This design comes from an exercise in tuning for small area, a short achievable clock period and few clock cycles per item on the open sky130 flow, not from production work. In this exercise RTL edits were held to simulation tests only and were not proved equivalent to the original. Power is estimated from default activity; no workload was simulated.

`design.v`:
```
module obs_sio (
    input  wire         clk,
    input  wire         rst,
    input  wire         cmd_valid,
    input  wire [71:0]  cmd,
    output wire         cmd_ready,
    output reg          rsp_valid,
    output reg  [39:0]  rsp,
    output wire         bus_valid,
    output wire         bus_we,
    output wire [31:0]  bus_addr,
    output wire [31:0]  bus_wdata,
    input  wire         bus_ready,
    input  wire [31:0]  bus_rdata,
    output wire [161:0] pin_func,
    output wire [107:0] pin_pull,
    output wire         uart_enable,
    output wire [1:0]   uart_cntl,
    output wire [1:0]   uart_lcr,
    output wire [15:0]  uart_baud
);
    localparam K   = 6;                  
    localparam CAP = 1 << K;
    localparam [31:0] GPFSEL_BASE      = 32'hFE200000;
    localparam [31:0] GPSET_BASE       = 32'hFE20001C;
    localparam [31:0] GPCLR_BASE       = 32'hFE200028;
    localparam [31:0] GPPULL_BASE      = 32'hFE2000E4;
    localparam [31:0] UART_ENABLE_ADDR = 32'hFE215004;
    localparam [31:0] UART_DATA_ADDR   = 32'hFE215040;    
    localparam [31:0] UART_IER_ADDR    = 32'hFE215044;
    localparam [31:0] UART_LCR_ADDR    = 32'hFE21504C;
    localparam [31:0] UART_MCR_ADDR    = 32'hFE215050;
    localparam [31:0] UART_LSR_ADDR    = 32'hFE215054;
    localparam [31:0] UART_CNTL_ADDR   = 32'hFE215060;
    localparam [31:0] UART_BAUD_ADDR   = 32'hFE215068;
    localparam [31:0] MAX_PIN      = 32'd53;
    localparam [31:0] FUNC_OUTPUT  = 32'd1;
    localparam [31:0] FUNC_ALT5    = 32'd2;
    localparam [31:0] PULL_NONE    = 32'd0;
    localparam [31:0] ENABLE_ON    = 32'd1;
    localparam [31:0] LCR_8BIT     = 32'd3;
    localparam [31:0] CNTL_TXRX_EN = 32'd3;
    localparam [31:0] BAUD_DIVISOR = 32'd541;
    localparam [31:0] UART_PIN_A   = 32'd14;
    localparam [31:0] UART_PIN_B   = 32'd15;
    localparam        TXRDY_BIT    = 5;
    localparam        RXRDY_BIT    = 0;
    localparam [7:0] ST_FAIL    = 8'h00;
    localparam [7:0] ST_OK      = 8'h01;
    localparam [7:0] ST_ILLEGAL = 8'hFF;
    localparam [7:0] OP_RDREG  = 8'h01;
    localparam [7:0] OP_WRREG  = 8'h02;
    localparam [7:0] OP_SETFN  = 8'h10;
    localparam [7:0] OP_SETPL  = 8'h11;
    localparam [7:0] OP_SETLV  = 8'h12;
    localparam [7:0] OP_CFGA5  = 8'h13;
    localparam [7:0] OP_CFGOUT = 8'h14;
    localparam [7:0] OP_UINIT  = 8'h20;
    localparam [7:0] OP_WRB    = 8'h21;
    localparam [7:0] OP_WRC    = 8'h22;
    localparam [7:0] OP_DRAIN  = 8'h23;
    localparam [7:0] OP_TRYRD  = 8'h24;
    localparam [1:0] ARR_FSEL = 2'd0;
    localparam [1:0] ARR_PULL = 2'd1;
    localparam [1:0] ARR_SET  = 2'd2;
    localparam [1:0] ARR_CLR  = 2'd3;
    localparam [5:0] S_IDLE    = 6'd0,
                     S_RDREG   = 6'd1,
                     S_WRREG   = 6'd2,
                     S_SETFN   = 6'd3,
                     S_SETPL   = 6'd4,
                     S_SETLV   = 6'd5,
                     S_CFGA5   = 6'd6,
                     S_CFGOUT  = 6'd7,
                     S_FIN     = 6'd8,    
                     S_PFW1    = 6'd9,
                     S_PFW2    = 6'd10,
                     S_PFW3    = 6'd11,
                     S_CFG1    = 6'd12,
                     S_CFG2    = 6'd13,
                     S_CFG3    = 6'd14,
                     S_UI1     = 6'd15,
                     S_UI2     = 6'd16,
                     S_UI3     = 6'd17,
                     S_UI4     = 6'd18,
                     S_UI5     = 6'd19,
                     S_UI6     = 6'd20,
                     S_UI7     = 6'd21,
                     S_UI8     = 6'd22,
                     S_UI9     = 6'd23,
                     S_OPWRB   = 6'd24,
                     S_WRC1    = 6'd25,
                     S_WRC2    = 6'd26,
                     S_WB1     = 6'd27,
                     S_WB2     = 6'd28,
                     S_WB3     = 6'd29,
                     S_OPDR    = 6'd30,
                     S_DR1     = 6'd31,
                     S_DR2     = 6'd32,
                     S_DR3     = 6'd33,
                     S_DR4     = 6'd34,
                     S_PU1     = 6'd35,
                     S_PU2     = 6'd36,
                     S_TR1     = 6'd37,
                     S_TR2     = 6'd38,
                     S_TR3     = 6'd39;
    reg [5:0] state;
    reg [5:0] pfw_ret, cfg_ret, wrb_ret, drain_ret;
    reg [31:0] A, B;
    reg [31:0] pfw_pin, pfw_val;
    reg [1:0]  pfw_arr;
    reg [31:0] pfw_mask;
    reg [4:0]  pfw_sh;
    reg [31:0] pfw_addr;
    reg [31:0] pfw_tmp;
    reg        ok, ok1;
    reg [31:0] cfg_pin, cfg_fcode;
    reg [7:0]   ring [0:CAP-1];
    reg [K-1:0] wr, rd, nxt;
    reg [7:0]   wrb_b, wrc_c, pop;
    reg [31:0] sreg [0:19];
    function [5:0] sreg_decode;   
        input [31:0] a;
        begin
            sreg_decode = 6'd0;
            if      (a == GPFSEL_BASE + 32'd0)  sreg_decode = {1'b1, 5'd0};
            else if (a == GPFSEL_BASE + 32'd4)  sreg_decode = {1'b1, 5'd1};
            else if (a == GPFSEL_BASE + 32'd8)  sreg_decode = {1'b1, 5'd2};
            else if (a == GPFSEL_BASE + 32'd12) sreg_decode = {1'b1, 5'd3};
            else if (a == GPFSEL_BASE + 32'd16) sreg_decode = {1'b1, 5'd4};
            else if (a == GPFSEL_BASE + 32'd20) sreg_decode = {1'b1, 5'd5};
            else if (a == GPSET_BASE  + 32'd0)  sreg_decode = {1'b1, 5'd6};
            else if (a == GPSET_BASE  + 32'd4)  sreg_decode = {1'b1, 5'd7};
            else if (a == GPCLR_BASE  + 32'd0)  sreg_decode = {1'b1, 5'd8};
            else if (a == GPCLR_BASE  + 32'd4)  sreg_decode = {1'b1, 5'd9};
            else if (a == GPPULL_BASE + 32'd0)  sreg_decode = {1'b1, 5'd10};
            else if (a == GPPULL_BASE + 32'd4)  sreg_decode = {1'b1, 5'd11};
            else if (a == GPPULL_BASE + 32'd8)  sreg_decode = {1'b1, 5'd12};
            else if (a == GPPULL_BASE + 32'd12) sreg_decode = {1'b1, 5'd13};
            else if (a == UART_ENABLE_ADDR)     sreg_decode = {1'b1, 5'd14};
            else if (a == UART_IER_ADDR)        sreg_decode = {1'b1, 5'd15};
            else if (a == UART_LCR_ADDR)        sreg_decode = {1'b1, 5'd16};
            else if (a == UART_MCR_ADDR)        sreg_decode = {1'b1, 5'd17};
            else if (a == UART_CNTL_ADDR)       sreg_decode = {1'b1, 5'd18};
            else if (a == UART_BAUD_ADDR)       sreg_decode = {1'b1, 5'd19};
        end
    endfunction
    reg        acc_en, acc_we;
    reg [31:0] acc_addr, acc_wdata;
    always @(*) begin
        acc_en    = 1'b0;
        acc_we    = 1'b0;
        acc_addr  = 32'd0;
        acc_wdata = 32'd0;
        case (state)
            S_RDREG: begin acc_en = 1'b1; acc_addr = A; end
            S_WRREG: begin acc_en = 1'b1; acc_we = 1'b1; acc_addr = A; acc_wdata = B; end
            S_PFW2:  begin acc_en = 1'b1; acc_addr = pfw_addr; end
            S_PFW3:  begin
                acc_en = 1'b1; acc_we = 1'b1; acc_addr = pfw_addr;
                acc_wdata = (pfw_tmp & ~(pfw_mask << pfw_sh)) | (pfw_val << pfw_sh);
            end
            S_UI1:   begin acc_en = 1'b1; acc_we = 1'b1; acc_addr = UART_ENABLE_ADDR; acc_wdata = ENABLE_ON; end
            S_UI2:   begin acc_en = 1'b1; acc_we = 1'b1; acc_addr = UART_CNTL_ADDR;   acc_wdata = 32'd0; end
            S_UI3:   begin acc_en = 1'b1; acc_we = 1'b1; acc_addr = UART_IER_ADDR;    acc_wdata = 32'd0; end
            S_UI4:   begin acc_en = 1'b1; acc_we = 1'b1; acc_addr = UART_LCR_ADDR;    acc_wdata = LCR_8BIT; end
            S_UI5:   begin acc_en = 1'b1; acc_we = 1'b1; acc_addr = UART_MCR_ADDR;    acc_wdata = 32'd0; end
            S_UI6:   begin acc_en = 1'b1; acc_we = 1'b1; acc_addr = UART_BAUD_ADDR;   acc_wdata = BAUD_DIVISOR; end
            S_UI9:   begin acc_en = 1'b1; acc_we = 1'b1; acc_addr = UART_CNTL_ADDR;   acc_wdata = CNTL_TXRX_EN; end
            S_DR2:   begin acc_en = 1'b1; acc_addr = UART_LSR_ADDR; end
            S_PU1:   begin acc_en = 1'b1; acc_addr = UART_LSR_ADDR; end
            S_PU2:   begin acc_en = 1'b1; acc_we = 1'b1; acc_addr = UART_DATA_ADDR; acc_wdata = {24'd0, pop}; end
            S_TR2:   begin acc_en = 1'b1; acc_addr = UART_LSR_ADDR; end
            S_TR3:   begin acc_en = 1'b1; acc_addr = UART_DATA_ADDR; end
            default: ;
        endcase
    end
    wire [5:0]  acc_dec  = sreg_decode(acc_addr);
    wire        acc_int  = acc_dec[5];
    wire [4:0]  acc_idx  = acc_dec[4:0];
    assign bus_valid = acc_en & ~acc_int;
    assign bus_we    = acc_we;
    assign bus_addr  = acc_addr;
    assign bus_wdata = acc_wdata;
    wire        acc_done  = acc_en & (acc_int | bus_ready);
    wire [31:0] acc_rdata = acc_int ? sreg[acc_idx] : bus_rdata;
    wire [7:0]  c_op = cmd[71:64];
    wire [31:0] c_a  = cmd[63:32];
    wire [31:0] c_b  = cmd[31:0];
    reg        c_legal;
    reg [5:0]  c_first;
    always @(*) begin
        c_legal = 1'b0;
        c_first = S_IDLE;
        case (c_op)
            OP_RDREG:  begin c_legal = (c_b == 32'd0);                   c_first = S_RDREG;  end
            OP_WRREG:  begin c_legal = 1'b1;                             c_first = S_WRREG;  end
            OP_SETFN:  begin c_legal = 1'b1;                             c_first = S_SETFN;  end
            OP_SETPL:  begin c_legal = 1'b1;                             c_first = S_SETPL;  end
            OP_SETLV:  begin c_legal = 1'b1;                             c_first = S_SETLV;  end
            OP_CFGA5:  begin c_legal = (c_b == 32'd0);                   c_first = S_CFGA5;  end
            OP_CFGOUT: begin c_legal = (c_b == 32'd0);                   c_first = S_CFGOUT; end
            OP_UINIT:  begin c_legal = (cmd[63:0] == 64'd0);             c_first = S_UI1;    end
            OP_WRB:    begin c_legal = (cmd[63:40] == 24'd0) && (c_b == 32'd0); c_first = S_OPWRB; end
            OP_WRC:    begin c_legal = (cmd[63:40] == 24'd0) && (c_b == 32'd0); c_first = S_WRC1;  end
            OP_DRAIN:  begin c_legal = (cmd[63:0] == 64'd0);             c_first = S_OPDR;   end
            OP_TRYRD:  begin c_legal = (cmd[63:0] == 64'd0);             c_first = S_TR1;    end
            default:   ;
        endcase
    end
    assign cmd_ready = (state == S_IDLE);
    wire [5:0]  p1_pin = pfw_pin[5:0];
    reg  [31:0] p1_mask;
    reg  [31:0] p1_base;
    reg  [2:0]  p1_idx;
    reg  [4:0]  p1_sh;
    wire [5:0]  p1_q10 = p1_pin / 6'd10;
    wire [5:0]  p1_r10 = p1_pin % 6'd10;
    wire        p1_ok  = (pfw_pin <= MAX_PIN) && (pfw_val <= p1_mask);
    always @(*) begin
        case (pfw_arr)
            ARR_FSEL: begin     
                p1_mask = 32'd7;
                p1_base = GPFSEL_BASE;
                p1_idx  = p1_q10[2:0];
                p1_sh   = p1_r10[4:0] * 5'd3;
            end
            ARR_PULL: begin     
                p1_mask = 32'd3;
                p1_base = GPPULL_BASE;
                p1_idx  = {1'b0, p1_pin[5:4]};
                p1_sh   = {p1_pin[3:0], 1'b0};
            end
            ARR_SET: begin      
                p1_mask = 32'd1;
                p1_base = GPSET_BASE;
                p1_idx  = {2'b00, p1_pin[5]};
                p1_sh   = p1_pin[4:0];
            end
            default: begin
                p1_mask = 32'd1;
                p1_base = GPCLR_BASE;
                p1_idx  = {2'b00, p1_pin[5]};
                p1_sh   = p1_pin[4:0];
            end
        endcase
    end
    integer i;
    always @(posedge clk) begin
        rsp_valid <= 1'b0;
        if (rst) begin
            state     <= S_IDLE;
            wr        <= {K{1'b0}};
            rd        <= {K{1'b0}};
            rsp       <= {ST_FAIL, 32'd0};
            for (i = 0; i < 20; i = i + 1)
                sreg[i] <= 32'd0;
        end else begin
            if (acc_en && acc_we && acc_int)
                sreg[acc_idx] <= acc_wdata;
            case (state)
                S_IDLE: begin
                    if (cmd_valid) begin
                        A   <= c_a;
                        B   <= c_b;
                        if (c_legal) begin
                            state <= c_first;
                        end else begin
                            rsp       <= {ST_ILLEGAL, 32'd0};
                            rsp_valid <= 1'b1;
                        end
                    end
                end
                S_RDREG: if (acc_done) begin
                    rsp <= {ST_OK, acc_rdata}; rsp_valid <= 1'b1; state <= S_IDLE;
                end
                S_WRREG: if (acc_done) begin
                    rsp <= {ST_OK, 32'd0}; rsp_valid <= 1'b1; state <= S_IDLE;
                end
                S_SETFN: begin
                    pfw_pin <= A; pfw_val <= B; pfw_arr <= ARR_FSEL;
                    pfw_ret <= S_FIN; state <= S_PFW1;
                end
                S_SETPL: begin
                    pfw_pin <= A; pfw_val <= B; pfw_arr <= ARR_PULL;
                    pfw_ret <= S_FIN; state <= S_PFW1;
                end
                S_SETLV: begin
                    if (B > 32'd1) begin
                        rsp <= {ST_FAIL, 32'd0}; rsp_valid <= 1'b1; state <= S_IDLE;
                    end else begin
                        pfw_pin <= A; pfw_val <= 32'd1;
                        pfw_arr <= (B == 32'd1) ? ARR_SET : ARR_CLR;
                        pfw_ret <= S_FIN; state <= S_PFW1;
                    end
                end
                S_CFGA5: begin
                    cfg_pin <= A; cfg_fcode <= FUNC_ALT5; cfg_ret <= S_FIN; state <= S_CFG1;
                end
                S_CFGOUT: begin
                    cfg_pin <= A; cfg_fcode <= FUNC_OUTPUT; cfg_ret <= S_FIN; state <= S_CFG1;
                end
                S_FIN: begin
                    rsp <= {(ok ? ST_OK : ST_FAIL), 32'd0}; rsp_valid <= 1'b1; state <= S_IDLE;
                end
                S_PFW1: begin
                    if (!p1_ok) begin
                        ok    <= 1'b0;
                        state <= pfw_ret;
                    end else begin
                        pfw_mask <= p1_mask;
                        pfw_sh   <= p1_sh;
                        pfw_addr <= p1_base + {27'd0, p1_idx, 2'b00};
                        state    <= S_PFW2;
                    end
                end
                S_PFW2: if (acc_done) begin
                    pfw_tmp <= acc_rdata; state <= S_PFW3;
                end
                S_PFW3: if (acc_done) begin
                    ok <= 1'b1; state <= pfw_ret;
                end
                S_CFG1: begin
                    pfw_pin <= cfg_pin; pfw_val <= PULL_NONE; pfw_arr <= ARR_PULL;
                    pfw_ret <= S_CFG2; state <= S_PFW1;
                end
                S_CFG2: begin
                    ok1 <= ok;
                    pfw_pin <= cfg_pin; pfw_val <= cfg_fcode; pfw_arr <= ARR_FSEL;
                    pfw_ret <= S_CFG3; state <= S_PFW1;
                end
                S_CFG3: begin
                    ok <= ok1 & ok; state <= cfg_ret;
                end
                S_UI1: if (acc_done) state <= S_UI2;
                S_UI2: if (acc_done) state <= S_UI3;
                S_UI3: if (acc_done) state <= S_UI4;
                S_UI4: if (acc_done) state <= S_UI5;
                S_UI5: if (acc_done) state <= S_UI6;
                S_UI6: if (acc_done) state <= S_UI7;
                S_UI7: begin
                    cfg_pin <= UART_PIN_A; cfg_fcode <= FUNC_ALT5; cfg_ret <= S_UI8; state <= S_CFG1;
                end
                S_UI8: begin
                    cfg_pin <= UART_PIN_B; cfg_fcode <= FUNC_ALT5; cfg_ret <= S_UI9; state <= S_CFG1;
                end
                S_UI9: if (acc_done) begin
                    rsp <= {ST_OK, 32'd0}; rsp_valid <= 1'b1; state <= S_IDLE;
                end
                S_OPWRB: begin
                    ok <= 1'b1; wrb_b <= A[7:0]; wrb_ret <= S_FIN; state <= S_WB1;
                end
                S_WRC1: begin
                    ok    <= 1'b1;
                    wrc_c <= A[7:0];
                    if (A[7:0] == 8'h0A) begin
                        wrb_b <= 8'h0D; wrb_ret <= S_WRC2; state <= S_WB1;
                    end else begin
                        state <= S_WRC2;
                    end
                end
                S_WRC2: begin
                    wrb_b <= wrc_c; wrb_ret <= S_FIN; state <= S_WB1;
                end
                S_WB1: begin
                    nxt <= wr + 1'b1; state <= S_WB2;
                end
                S_WB2: begin
                    if (nxt == rd) begin
                        drain_ret <= S_WB2; state <= S_DR1;
                    end else begin
                        state <= S_WB3;
                    end
                end
                S_WB3: begin
                    ring[wr] <= wrb_b; wr <= nxt; state <= wrb_ret;
                end
                S_OPDR: begin
                    ok <= 1'b1; drain_ret <= S_FIN; state <= S_DR1;
                end
                S_DR1: state <= (rd == wr) ? drain_ret : S_DR2;
                S_DR2: if (acc_done) state <= acc_rdata[TXRDY_BIT] ? S_DR3 : drain_ret;
                S_DR3: begin
                    pop <= ring[rd]; state <= S_PU1;
                end
                S_DR4: begin
                    rd <= rd + 1'b1; state <= S_DR1;
                end
                S_PU1: if (acc_done && acc_rdata[TXRDY_BIT]) state <= S_PU2;
                S_PU2: if (acc_done) state <= S_DR4;
                S_TR1: begin
                    drain_ret <= S_TR2; state <= S_DR1;
                end
                S_TR2: if (acc_done) begin
                    if (!acc_rdata[RXRDY_BIT]) begin
                        rsp <= {ST_FAIL, 32'd0}; rsp_valid <= 1'b1; state <= S_IDLE;
                    end else begin
                        state <= S_TR3;
                    end
                end
                S_TR3: if (acc_done) begin
                    rsp <= {ST_OK, 24'd0, acc_rdata[7:0]}; rsp_valid <= 1'b1; state <= S_IDLE;
                end
                default: state <= S_IDLE;
            endcase
        end
    end
    genvar p;
    generate
        for (p = 0; p <= 53; p = p + 1) begin : g_pin
            assign pin_func[3*p +: 3] = sreg[p / 10][3*(p % 10) +: 3];
            assign pin_pull[2*p +: 2] = sreg[10 + p / 16][2*(p % 16) +: 2];
        end
    endgenerate
    assign uart_enable = sreg[14][0];
    assign uart_lcr    = sreg[16][1:0];
    assign uart_cntl   = sreg[18][1:0];
    assign uart_baud   = sreg[19][15:0];
endmodule
```
`run.sh`:
```
#!/bin/bash
# synth_recipe.tcl (not shown) runs the flow's synth.tcl, then flattens the netlist and writes it again
# the make line also repeats each setting of config.mk as NAME=value (left out here)
make -C /OpenROAD-flow-scripts/flow DESIGN_CONFIG=/design/flow/config.mk WORK_HOME=/design/flow/orfs CLKGATE_MAP_FILE= SYNTH_SCRIPT=/design/flow/synth_recipe.tcl finish
```
`config.mk`:
```
export PLATFORM = sky130hd
export DESIGN_NAME = obs_sio
export DESIGN_NICKNAME = obs_sio
export VERILOG_FILES = /design/flow/design.v
export SDC_FILE = /design/flow/constraint.sdc
export NUM_CORES = 4
export LEC_CHECK = 0
export CAP_MARGIN = 20
export CORE_MARGIN = 2
export CORE_UTILIZATION = 35
export SLEW_MARGIN = 20
```
`constraint.sdc`:
```
create_clock -name core_clock -period 7.0 [get_ports {clk}]
set_input_delay 1.4000 -clock core_clock [delete_from_list [all_inputs] [get_ports {clk}]]
set_output_delay 1.4000 -clock core_clock [all_outputs]
set_load 0.01 [all_outputs]
```
==> notes.md <==
## synthesized netlist by cell type, types with 7 or more instances
library cell  number  share of area, %
clkbuf_1         263               1.5
buf_2             54              0.41
nor3_1            34              0.26
o2111ai_1         20              0.26
xor2_1            18              0.24
buf_4            216               2.4
o21ai_0          115              0.87
xnor2_1           12              0.16
a211oi_1          43              0.49
dfxtp_1           53               1.6
a21oi_1          139               1.0
a22oi_1           24              0.27
mux2_2            47              0.80
o211ai_1          16              0.18
a22o_1            19              0.25
nor2_1           851               4.8
or3_1             16              0.15
nand2b_1          41              0.39
a32o_1            20              0.30
nand3_1          163               1.2
and3_1            33              0.31
nor2b_1           26              0.25
buf_1             46              0.26
ha_1              14              0.26
a221o_1           10              0.15
nand4_1           34              0.32
a31oi_1           55              0.52
nand2_1          486               2.8
o22ai_1           47              0.44
or2_2              7             0.066
mux2i_1          202               3.0
a32oi_1           16              0.21
nor4_1            50              0.47
a311oi_1           8              0.11
a221oi_1           8              0.11
o31ai_1           12              0.14
and2_1            69              0.65
edfxtp_1        1404                64
and4_1             7             0.092
inv_1             65              0.37
mux4_2           182               6.2
## layer usage
metal  GRT usage [%]  vias to the layer above  share of wire (%)  wire length [microns]
li1                -                    19182                  -                      -
met2            38.8                     2416                 47                 112000
met4            15.1                        0                7.2                  17200
met3            4.31                      483                8.1                  19300
met5               0                        -                  0                      0
met1            29.9                    22940                 37                  89000
## cells by family after synthesis
logic type / after synthesis
AO/OA/AOI/OAI: 627
XOR/XNOR: 31
flip-flops: 1457
adder cells (fa/ha/maj): 16
buffers and inverters: 656
multiplexers: 434
AND/OR/NAND/NOR: 1864
## sequential cells by signal, summed over array words and instances, names as in the netlist, 4 cells and up
name	count
pfw_pin	32
wrb_b	8
rd	6
A	32
wrc_c	8
ring	512
drain_ret	4
wr	6
pfw_addr	6
rsp	34
pfw_sh	5
cfg_pin	32
B	32
state	6
pop	8
sreg	640
nxt	6
pfw_tmp	32
pfw_val	32
## final cells by class
class / count / area, sq um / area share (%)
sequential: 1457 / 43200 / 55.3
multi-input combinational: 2972 / 20000 / 25.6
timing repair buffer: 667 / 6460 / 8.27
clock buffer: 194 / 4110 / 5.25
tap: 2495 / 3120 / 3.99
clock inverter: 91 / 937 / 1.20
inverter: 71 / 269 / 0.344
antenna: 7 / 17.5 / 0.0224
## worst max-delay path by stage
stage                                end  cells past startpoint                   from  slack, ns
floorplan           pfw_tmp[0]$_DFFE_PP_                     13  state[3]$_SDFFE_PP0P_       0.51
CTS                            bus_valid                     11  state[3]$_SDFFE_PP0P_       0.33
finish                         bus_valid                     11  state[3]$_SDFFE_PP0P_       0.32
detailed placement  rsp[15]$_SDFFE_PP0P_                     11                cmd[65]       0.94
global route                   bus_valid                     11  state[3]$_SDFFE_PP0P_       0.19
global placement    rsp[23]$_SDFFE_PP0P_                     14  state[3]$_SDFFE_PP0P_       1.04
## through the flow
stage	instances	area, sq um	total power, W
3_3_place_gp	7658	73000	0.0105
6_report	7954	78200	0.0185
4_1_cts	7944	78100	0.0186
5_1_grt	7953	78200	0.0189
3_5_place_dp	7659	73000	0.0105
2_1_floorplan	5085	66300	0.0101
## worst register-to-register path: cells and delay by family (launching register included)
family                 cells  cell delay, ns
buffers and inverters      2            0.48
DFF                        1            0.92
muxes                      1            0.43
AOI/OAI and AO/OA          4            2.13
and+or+nand+nor            7            2.15
## power by group through the flow
stage / logic, W / registers [W] / clock network, W
2_1_floorplan: 0.000240 / 0.00987 / 0
4_1_cts: 0.000526 / 0.00975 / 0.00828
6_report: 0.000529 / 0.00975 / 0.00818
5_1_grt: 0.000550 / 0.00976 / 0.00860
3_5_place_dp: 0.000525 / 0.00994 / 0
3_3_place_gp: 0.000521 / 0.00994 / 0
==> notes.md <==
* Fraction of registers with async set/reset at 0%
* WHS Path Cells at 1
* Endpoints failing hold at 0
* Worst EP required at 5.60 ns
* Mapped Nets at 5209
* Slew Limit Fails at 0
* Hold Startpoint: rsp[16]$_SDFFE_PP0P_
* DR pass1 iterations at 6
* Largest net degree at the start of global routing at 88
* Maximum fanout along the worst path at 22
* Post-placement setup slack at 0.939 ns
* Sw power at 0.00402 W
* Number of synthesized register bits at 1457
* Adder-cell share of the synthesized area at 0.325%
* Tightest Pin Transition at 1.18 ns
* Combinational share of power at 2.9%
* Core ar. at 188000 sq um
* Cell variety after synth at 103
* DIE AREA at 193000 sq um
* Final setup viols at 0
* Initial core utilization at 35.3%
* Crit. End Element: output port
* Post-DP HPWL at 166 mm
* WP data arrival at 5.28 ns
* Layout cells sized above 1 at 13.1%
* Status: no timing/DRC/antenna violations
* # hold bufs at CTS at 0
* Fmax at 150 MHz
* PwrDens at 236 nW/um^2
* PortBufs at 506
* CP max stage delay at 0.92 ns
* Drt first-iter violations at 5510
* Number of CTS-inserted buffers at 156
* RSZ-0062 raised after global routing: false
* Worst hold path type: flop to flop
* Cells after synthesis at 5085
* # fillers at 17299
* CP Launch Type: flop
* Peak supply drop at 0.000262 V
* Reg-to-reg startpoint: state[3]$_SDFFE_PP0P_
* Rows at 159
* GP Congestion at 0.966
* Via Count at 45021
* Drt drc at 0
* GRT overflow at 0
* Combinational family with the most area after synthesis: simple AND/OR/NAND/NOR gates
* Simple-gate share of the synthesized area at 12.4%
* Ports at 507
* Hold Path End: rsp[16]$_SDFFE_PP0P_
* Sequential fraction of design power at 52.8%
* CTS tree: built
* Multiplexer share of the synthesized area at 10.1%
* Top_reg_cell synth: edfxtp_1
* Pint at 0.0144 W
* Commonest non-fill, non-tap cell in the layout: edfxtp_1
* Synth warn at 1
* CP delay by family, top: simple AND/OR/NAND/NOR gates
* Hold WS at 0.494 ns
* Syn-to-layout area delta at 17.9%
* Routed len/inst at 29.9 microns
* First-pass GRT wire length at 331 mm
* Die Wd at 439 microns
* Switching Fraction at 21.8%
* Total GRT Usage at 24.1%
* Compound-Gate Fraction of Synth Area at 6.43%
* Max cap viols at 0
* Bufs on Longest Clock Path at 3
* Fin crit share at 95.4%
* Vias in the first global route at 43434
* Slew headroom at 21.2%
* Worst R2R Path Depth at 14
* Fin util at 41.6%
* Syn Area/Cell at 13.0 sq um
* Htree depth at 4
* Initial antenna violation count at 11
* Flop2flop setup slack at 0.80 ns
* Nets@finish at 5449
* CTS root buffer: clkbuf_16
* Number of flops mapped to enable cells by yosys at 1404
* Clock-pin slew on the worst setup and hold paths at 0.06 ns
* Clk sinks at 1457
* Commonest non-fill, non-tap cells in the layout: 1404 x edfxtp_1, 844 x nor2_1, 505 x clkdlybuf4s50_1
* Min cycle time layout at 6.68 ns
* XOR/XNOR Fraction of Synth Area at 0.438%
* RR Endpoint: rsp[0]$_SDFFE_PP0P_
* Skew-Pair Late Insertion Delay at 0.84 ns
* Setup TNS at 0 ns
* Seq/Total Area, Yosys at 65.2%
* Vias per cell at 5.66
* P_leak at 26.4 nW
* # Post-CTS Setup Buffers at 0
* Crit path kind: flop to output port
* Post_cts resized at 0
* Cell area after synthesis at 66300 sq um
* Crit-path cells: buf_4, nor4_2, and3_1, nor4_4, inv_4, xnor2_1, and4_1, a21oi_1, nand4_1, nor2_1, clkdlybuf4s50_1
* Final worst slack at 0.322 ns
* Die Ht at 439 microns
* Final Skew at 0.0782 ns
* Slowest CP cell: dfxtp_1
* Count of buffer and inverter cells on the critical path at 3
* Clock power frac at 44.3%
* Final wirelength at 238 mm
* Post-route ant nets at 0
Testbench counts, summed over its fixed seeds: cycles 117,157, commands 12,000.

-- re-timing with driven ports --
Ports are ideal in the flow. The routed layout listed here was re-timed in OpenROAD.
Step 1 sets driving cells, clkbuf_16 on the clock port and buf_2 on the other inputs (assumed; they add their load-dependent delay and slew).
Step 2, shift: input delay + t, output delay - t, t = (earliest + latest rising clock arrival at the registers) / 2. This alone moves slack from input paths to output paths.
Three values: ideal ports, drivers, drivers and shift; two values: the first two.
shift t [ns]: 0.881
slack for setup (ns): 0.322 / 0.243 / 0.798
hold slack, ns: 0.494 / 0.494 / 0.494
worst setup path at the end: register to register
pins driven straight from the clock port: 1
After both steps this run still meets setup and hold. For this run, drivers alone change the setup slack by -0.079 ns; drivers and shift together by +0.476 ns.
